Context: an optimization exercise on an open-source flow, tuned for small area. The choices shown serve that exercise and are no tape-out recipe. The RTL was checked by simulation tests, not by an equivalence proof against the original design. No activity file was given, so power comes from the tool's default toggle rates.

==> inputs of 11-06 <==
==> flow/design.v <==
module volf_demod #(
    parameter SAMPLE_BITS = 12,
    parameter THRESHOLD   = 200
) (
    input  wire [SAMPLE_BITS-1:0] prev_sample,
    input  wire                   prev_symbol,
    input  wire [SAMPLE_BITS-1:0] sample,
    output wire                   symbol
);
    localparam [SAMPLE_BITS:0] THR = THRESHOLD;
    wire [SAMPLE_BITS:0] s_ext = {1'b0, sample};
    wire [SAMPLE_BITS:0] p_ext = {1'b0, prev_sample};
    wire from_high = (s_ext + THR) > p_ext;
    wire from_low  = s_ext >= (p_ext + THR);
    assign symbol = prev_symbol ? from_high : from_low;
endmodule
module volf_rx #(
    parameter SAMPLE_BITS = 12,
    parameter THRESHOLD   = 200
) (
    input  wire                   clk,
    input  wire                   rst,
    input  wire                   rx_tick,
    input  wire [SAMPLE_BITS-1:0] sample_in,
    output wire                   rx_symbol,
    output wire                   rx_framing,
    output reg                    rx_sync,
    output reg                    rx_valid,
    output reg  [7:0]             rx_byte
);
    localparam [7:0] PREAMBLE = 8'hB2;
    localparam       SCAN     = 1'b0;
    localparam       FRAME    = 1'b1;
    reg [SAMPLE_BITS-1:0] prev_sample;
    reg                   prev_symbol;
    reg [7:0]             scan_acc;
    reg                   rx_mode;
    reg [7:0]             pay_acc;
    reg [2:0]             pay_count;
    wire sym;
    volf_demod #(
        .SAMPLE_BITS(SAMPLE_BITS),
        .THRESHOLD  (THRESHOLD)
    ) u_demod (
        .prev_sample(prev_sample),
        .prev_symbol(prev_symbol),
        .sample     (sample_in),
        .symbol     (sym)
    );
    wire [7:0] scan_next = {scan_acc[6:0], sym};
    wire [7:0] pay_next  = {pay_acc[6:0], sym};
    wire       rx_last   = (pay_count == 3'd7);
    always @(posedge clk) begin
        if (rst) begin
            prev_sample <= {SAMPLE_BITS{1'b0}};
            prev_symbol <= 1'b0;
            scan_acc    <= 8'h00;
            rx_mode     <= SCAN;
            pay_acc     <= 8'h00;
            pay_count   <= 3'd0;
            rx_byte     <= 8'h00;
            rx_sync     <= 1'b0;
            rx_valid    <= 1'b0;
        end else begin
            rx_sync  <= 1'b0;
            rx_valid <= 1'b0;
            if (rx_tick) begin
                prev_sample <= sample_in;
                prev_symbol <= sym;
                if (rx_mode == SCAN) begin
                    scan_acc <= scan_next;
                    if (scan_next == PREAMBLE) begin
                        rx_mode   <= FRAME;
                        pay_acc   <= 8'h00;
                        pay_count <= 3'd0;
                        rx_sync   <= 1'b1;
                    end
                end else if (!rx_last) begin
                    pay_acc   <= pay_next;
                    pay_count <= pay_count + 3'd1;
                end else begin
                    pay_acc   <= pay_next;
                    rx_byte   <= pay_next;
                    rx_valid  <= 1'b1;
                    pay_count <= 3'd0;
                    rx_mode   <= SCAN;
                end
            end
        end
    end
    assign rx_symbol  = prev_symbol;
    assign rx_framing = rx_mode;
endmodule
module volf_tx (
    input  wire       clk,
    input  wire       rst,
    input  wire       tx_tick,
    input  wire       tx_start,
    input  wire [7:0] tx_data,
    output reg        line_out,
    output wire       tx_busy
);
    localparam [7:0] PREAMBLE = 8'hB2;
    localparam [1:0] IDLE  = 2'b00;
    localparam [1:0] ARMED = 2'b01;
    localparam [1:0] SEND  = 2'b10;
    reg [1:0]  tx_state;
    reg [15:0] tx_frame;
    reg [4:0]  tx_index;
    wire       tx_last = (tx_index >= 5'd16);
    wire [3:0] bit_sel = 4'd15 - tx_index[3:0];
    always @(posedge clk) begin
        if (rst) begin
            tx_state <= IDLE;
            tx_frame <= 16'h0000;
            tx_index <= 5'd0;
            line_out <= 1'b0;
        end else begin
            case (tx_state)
                IDLE: begin
                    line_out <= 1'b0;
                    if (tx_start) begin
                        tx_frame <= {PREAMBLE, tx_data};
                        tx_index <= 5'd0;
                        tx_state <= ARMED;
                    end
                end
                ARMED: begin
                    if (tx_tick) begin
                        line_out <= tx_frame[15];
                        tx_index <= 5'd1;
                        tx_state <= SEND;
                    end
                end
                SEND: begin
                    if (tx_tick) begin
                        if (!tx_last) begin
                            line_out <= tx_frame[bit_sel];
                            tx_index <= tx_index + 5'd1;
                        end else begin
                            line_out <= 1'b0;
                            tx_state <= IDLE;
                            tx_index <= 5'd0;
                        end
                    end
                end
                default: begin
                    line_out <= 1'b0;
                    tx_state <= IDLE;
                    tx_index <= 5'd0;
                end
            endcase
        end
    end
    assign tx_busy = (tx_state != IDLE);
endmodule
module volf_core #(
    parameter SAMPLE_BITS = 12,
    parameter THRESHOLD   = 200
) (
    input  wire                   clk,
    input  wire                   rst,
    input  wire                   rx_tick,
    input  wire [SAMPLE_BITS-1:0] sample_in,
    input  wire                   tx_tick,
    input  wire                   tx_start,
    input  wire [7:0]             tx_data,
    output wire                   rx_symbol,
    output wire                   rx_framing,
    output wire                   rx_sync,
    output wire                   rx_valid,
    output wire [7:0]             rx_byte,
    output wire                   line_out,
    output wire                   tx_busy
);
    volf_rx #(
        .SAMPLE_BITS(SAMPLE_BITS),
        .THRESHOLD  (THRESHOLD)
    ) u_rx (
        .clk       (clk),
        .rst       (rst),
        .rx_tick   (rx_tick),
        .sample_in (sample_in),
        .rx_symbol (rx_symbol),
        .rx_framing(rx_framing),
        .rx_sync   (rx_sync),
        .rx_valid  (rx_valid),
        .rx_byte   (rx_byte)
    );
    volf_tx u_tx (
        .clk     (clk),
        .rst     (rst),
        .tx_tick (tx_tick),
        .tx_start(tx_start),
        .tx_data (tx_data),
        .line_out(line_out),
        .tx_busy (tx_busy)
    );
endmodule
==> flow/run.sh <==
#!/bin/bash
# synth_recipe.tcl (not shown) runs the flow's synth.tcl, then flattens the netlist and writes it again
# the make line also repeats each setting of config.mk as NAME=value (left out here)
make -C /OpenROAD-flow-scripts/flow DESIGN_CONFIG=/design/flow/config.mk WORK_HOME=/design/flow/orfs CLKGATE_MAP_FILE= SYNTH_SCRIPT=/design/flow/synth_recipe.tcl finish
==> flow/config.mk <==
export PLATFORM = sky130hd
export DESIGN_NAME = volf_core
export DESIGN_NICKNAME = volf_core
export VERILOG_FILES = /design/flow/design.v
export SDC_FILE = /design/flow/constraint.sdc
export NUM_CORES = 4
export LEC_CHECK = 0
export CAP_MARGIN = 20
export CORE_MARGIN = 2
export CORE_UTILIZATION = 40
export SLEW_MARGIN = 20
==> flow/constraint.sdc <==
create_clock -name core_clock -period 10.0 [get_ports {clk}]
set_input_delay 2.0000 -clock core_clock [delete_from_list [all_inputs] [get_ports {clk}]]
set_output_delay 2.0000 -clock core_clock [all_outputs]
set_load 0.01 [all_outputs]
==> 09-21: changes against 11-06 <==
==> flow/design.v, changed modules only <==
module volf_demod #(
    parameter SAMPLE_BITS = 12,
    parameter THRESHOLD   = 200
) (
    input  wire [SAMPLE_BITS-1:0] prev_sample,
    input  wire                   prev_symbol,
    input  wire                   first,
    input  wire [SAMPLE_BITS-1:0] sample,
    output wire                   symbol
);
    wire [11:0] s  = sample;
    wire [11:0] pn = ~prev_sample;
    wire [3:0] c;
    assign c[0] = !prev_symbol;
    genvar i;
    generate for (i = 0; i < 3; i = i + 1) begin : g_lo
        assign c[i+1] = (s[i] & pn[i]) | (s[i] & c[i]) | (pn[i] & c[i]);
    end endgenerate
    wire [9:0] k = prev_symbol ? 10'd537 : 10'd487;
    wire [9:0] fs, fc;
    assign fc[0] = 1'b0;
    generate for (i = 0; i < 9; i = i + 1) begin : g_csa
        assign fs[i]   = s[i+3] ^ pn[i+3] ^ k[i];
        assign fc[i+1] = (s[i+3] & pn[i+3]) | (s[i+3] & k[i]) | (pn[i+3] & k[i]);
    end endgenerate
    assign fs[9] = k[9];
    wire [10:0] t;
    assign t[0] = c[3];
    generate for (i = 0; i < 10; i = i + 1) begin : g_cc
        assign t[i+1] = (fs[i] & fc[i]) | (fs[i] & t[i]) | (fc[i] & t[i]);
    end endgenerate
    wire cmp = t[10];
    wire ge0 = (sample >= THRESHOLD);
    assign symbol = first ? ge0 : cmp;
endmodule
module volf_rx #(
    parameter SAMPLE_BITS = 12,
    parameter THRESHOLD   = 200
) (
    input  wire                   clk,
    input  wire                   rst,
    input  wire                   rx_tick,
    input  wire [SAMPLE_BITS-1:0] sample_in,
    output wire                   rx_symbol,
    output wire                   rx_framing,
    output reg                    rx_sync,
    output reg                    rx_valid,
    output reg  [7:0]             rx_byte
);
    reg [SAMPLE_BITS-1:0] prev_sample;
    reg                   prev_symbol;
    reg                   rx_mode;
    reg [7:0]             ctl;
    wire sym;
    wire first = !rx_mode && ctl[3];
    volf_demod #(
        .SAMPLE_BITS(SAMPLE_BITS),
        .THRESHOLD  (THRESHOLD)
    ) u_demod (
        .prev_sample(prev_sample),
        .prev_symbol(prev_symbol),
        .first      (first),
        .sample     (sample_in),
        .symbol     (sym)
    );
    reg [2:0] kn;
    always @(*) begin
        case (ctl[2:0])
            3'd0: kn = sym ? 3'd1 : 3'd0;
            3'd1: kn = sym ? 3'd1 : 3'd2;
            3'd2: kn = sym ? 3'd3 : 3'd0;
            3'd3: kn = sym ? 3'd4 : 3'd2;
            3'd4: kn = sym ? 3'd1 : 3'd5;
            3'd5: kn = sym ? 3'd3 : 3'd6;
            3'd6: kn = sym ? 3'd7 : 3'd0;
            default: kn = sym ? 3'd1 : 3'd2;
        endcase
    end
    wire match = (ctl[2:0] == 3'd7) && !sym;
    always @(posedge clk) begin
        if (rx_tick)
            prev_sample <= sample_in;
    end
    always @(posedge clk) begin
        if (rst) begin
            prev_symbol <= 1'b0;
            rx_mode     <= 1'b0;
            ctl         <= 8'b0000_1000;
            rx_byte     <= 8'h00;
            rx_sync     <= 1'b0;
            rx_valid    <= 1'b0;
        end else begin
            rx_sync  <= 1'b0;
            rx_valid <= 1'b0;
            if (rx_tick) begin
                prev_symbol <= sym;
                if (!rx_mode) begin
                    if (match) begin
                        rx_mode <= 1'b1;
                        ctl     <= 8'b0000_0001;
                        rx_sync <= 1'b1;
                    end else begin
                        ctl     <= {5'b00000, kn};
                    end
                end else if (!ctl[7]) begin
                    ctl <= {ctl[6:0], sym};
                end else begin
                    rx_byte  <= {ctl[6:0], sym};
                    rx_valid <= 1'b1;
                    rx_mode  <= 1'b0;
                    ctl      <= 8'b0000_0010;
                end
            end
        end
    end
    assign rx_symbol  = prev_symbol;
    assign rx_framing = rx_mode;
endmodule
module volf_tx (
    input  wire       clk,
    input  wire       rst,
    input  wire       tx_tick,
    input  wire       tx_start,
    input  wire [7:0] tx_data,
    output wire       line_out,
    output wire       tx_busy
);
    localparam [7:0] PREAMBLE = 8'hB2;
    reg [4:0] cnt;
    reg [7:0] data;
    wire idle = cnt[4] && !cnt[0];
    always @(posedge clk) begin
        if (idle)
            data <= tx_data;
    end
    always @(posedge clk) begin
        if (rst)
            cnt <= 5'b10000;
        else if (idle) begin
            if (tx_start)
                cnt <= 5'b11111;
        end else if (tx_tick)
            cnt <= cnt + 5'd1;
    end
    wire [2:0] sel = ~cnt[2:0];
    assign line_out = !cnt[4] && (cnt[3] ? data[sel] : PREAMBLE[sel]);
    assign tx_busy  = !idle;
endmodule
ABC_AREA = 1   (was not set)
==> comparison table <==
Net load switching power: 11-06 182.1 µW; 09-21 109.7 µW
Met2 WL post-DR: 11-06 2.969 mm; 09-21 2.001 mm
Largest stage delay, worst path: 11-06 0.62 ns; 09-21 0.58 ns
Routed length on met3: 11-06 171 µm; 09-21 212 µm
GR Util met1: 11-06 21.72%; 09-21 20.33%
Site Rows: 11-06 32; 09-21 26
Biggest area consumer among cell classes: 11-06 multi-input gates; 09-21 flip-flops and latches
Mean instance size in the synthesized netlist: 11-06 8.688 µm²; 09-21 8.815 µm²
Worst setup slack before clock tree synthesis: 11-06 4.472 ns; 09-21 5.744 ns
Outcome: 11-06 finished clean; 09-21 finished clean
Number of well-tap cells placed: 11-06 102; 09-21 70
Iteration-0 DRC count of the detailed router: 11-06 73; 09-21 37
Clock buffer cells: 11-06 9; 09-21 6
Transition time at the pin with the least slew margin: 11-06 0.9428 ns; 09-21 0.8030 ns
Endpoint arrival time on the critical path: 11-06 5.39 ns; 09-21 4.13 ns
Final cell area excluding filler cells: 11-06 3721 µm²; 09-21 2715 µm²
Launch instance of the worst min-delay path: 11-06 u_rx.pay_acc[6]; 09-21 u_rx.ctl[3]
Post-Synthesis Net Count: 11-06 410; 09-21 278
Dominant cell type by area after synthesis: 11-06 sky130_fd_sc_hd__dfxtp_1; 09-21 sky130_fd_sc_hd__edfxtp_1
Worst supply voltage drop on vdd: 11-06 0.00008831 V; 09-21 0.00007219 V
Placed Cells incl. Taps: 11-06 483; 09-21 349
Placed Area: 11-06 3538 µm²; 09-21 2605 µm²
EDFF count, synth: 11-06 0; 09-21 20
Post-layout min period: 11-06 5.176 ns; 09-21 3.960 ns

## re-timing with driven ports
No port has a modelled driver above. Below, the same layouts with a new extraction and two added sets of constraints.
Step 1 sets driving cells, clkbuf_16 on the clock port and buf_2 on the other inputs (assumed; they add their load-dependent delay and slew).
Step 2 times the ports against the registers' clock, not the clock port: input delays grow and output delays shrink by t, the midpoint of the rising clock arrivals with the driver on.
Slacks: no drivers / after step 1 / after step 2; pairs: no drivers / after step 1.
run	shift t [ns]	setup WS [ns]	worst hold slack (ns)	worst data-port slew with drivers (ns)
11-06	0.347	4.824 / 4.833 / 4.487	0.454 / 0.454 / 0.454	0.04
09-21	0.318	6.040 / 6.015 / 5.729	0.468 / 0.468 / 0.468	0.04
After both steps every run listed still meets setup and hold. For 11-06, which loses most, drivers alone change the setup slack by +0.009 ns; drivers and shift together by -0.337 ns.
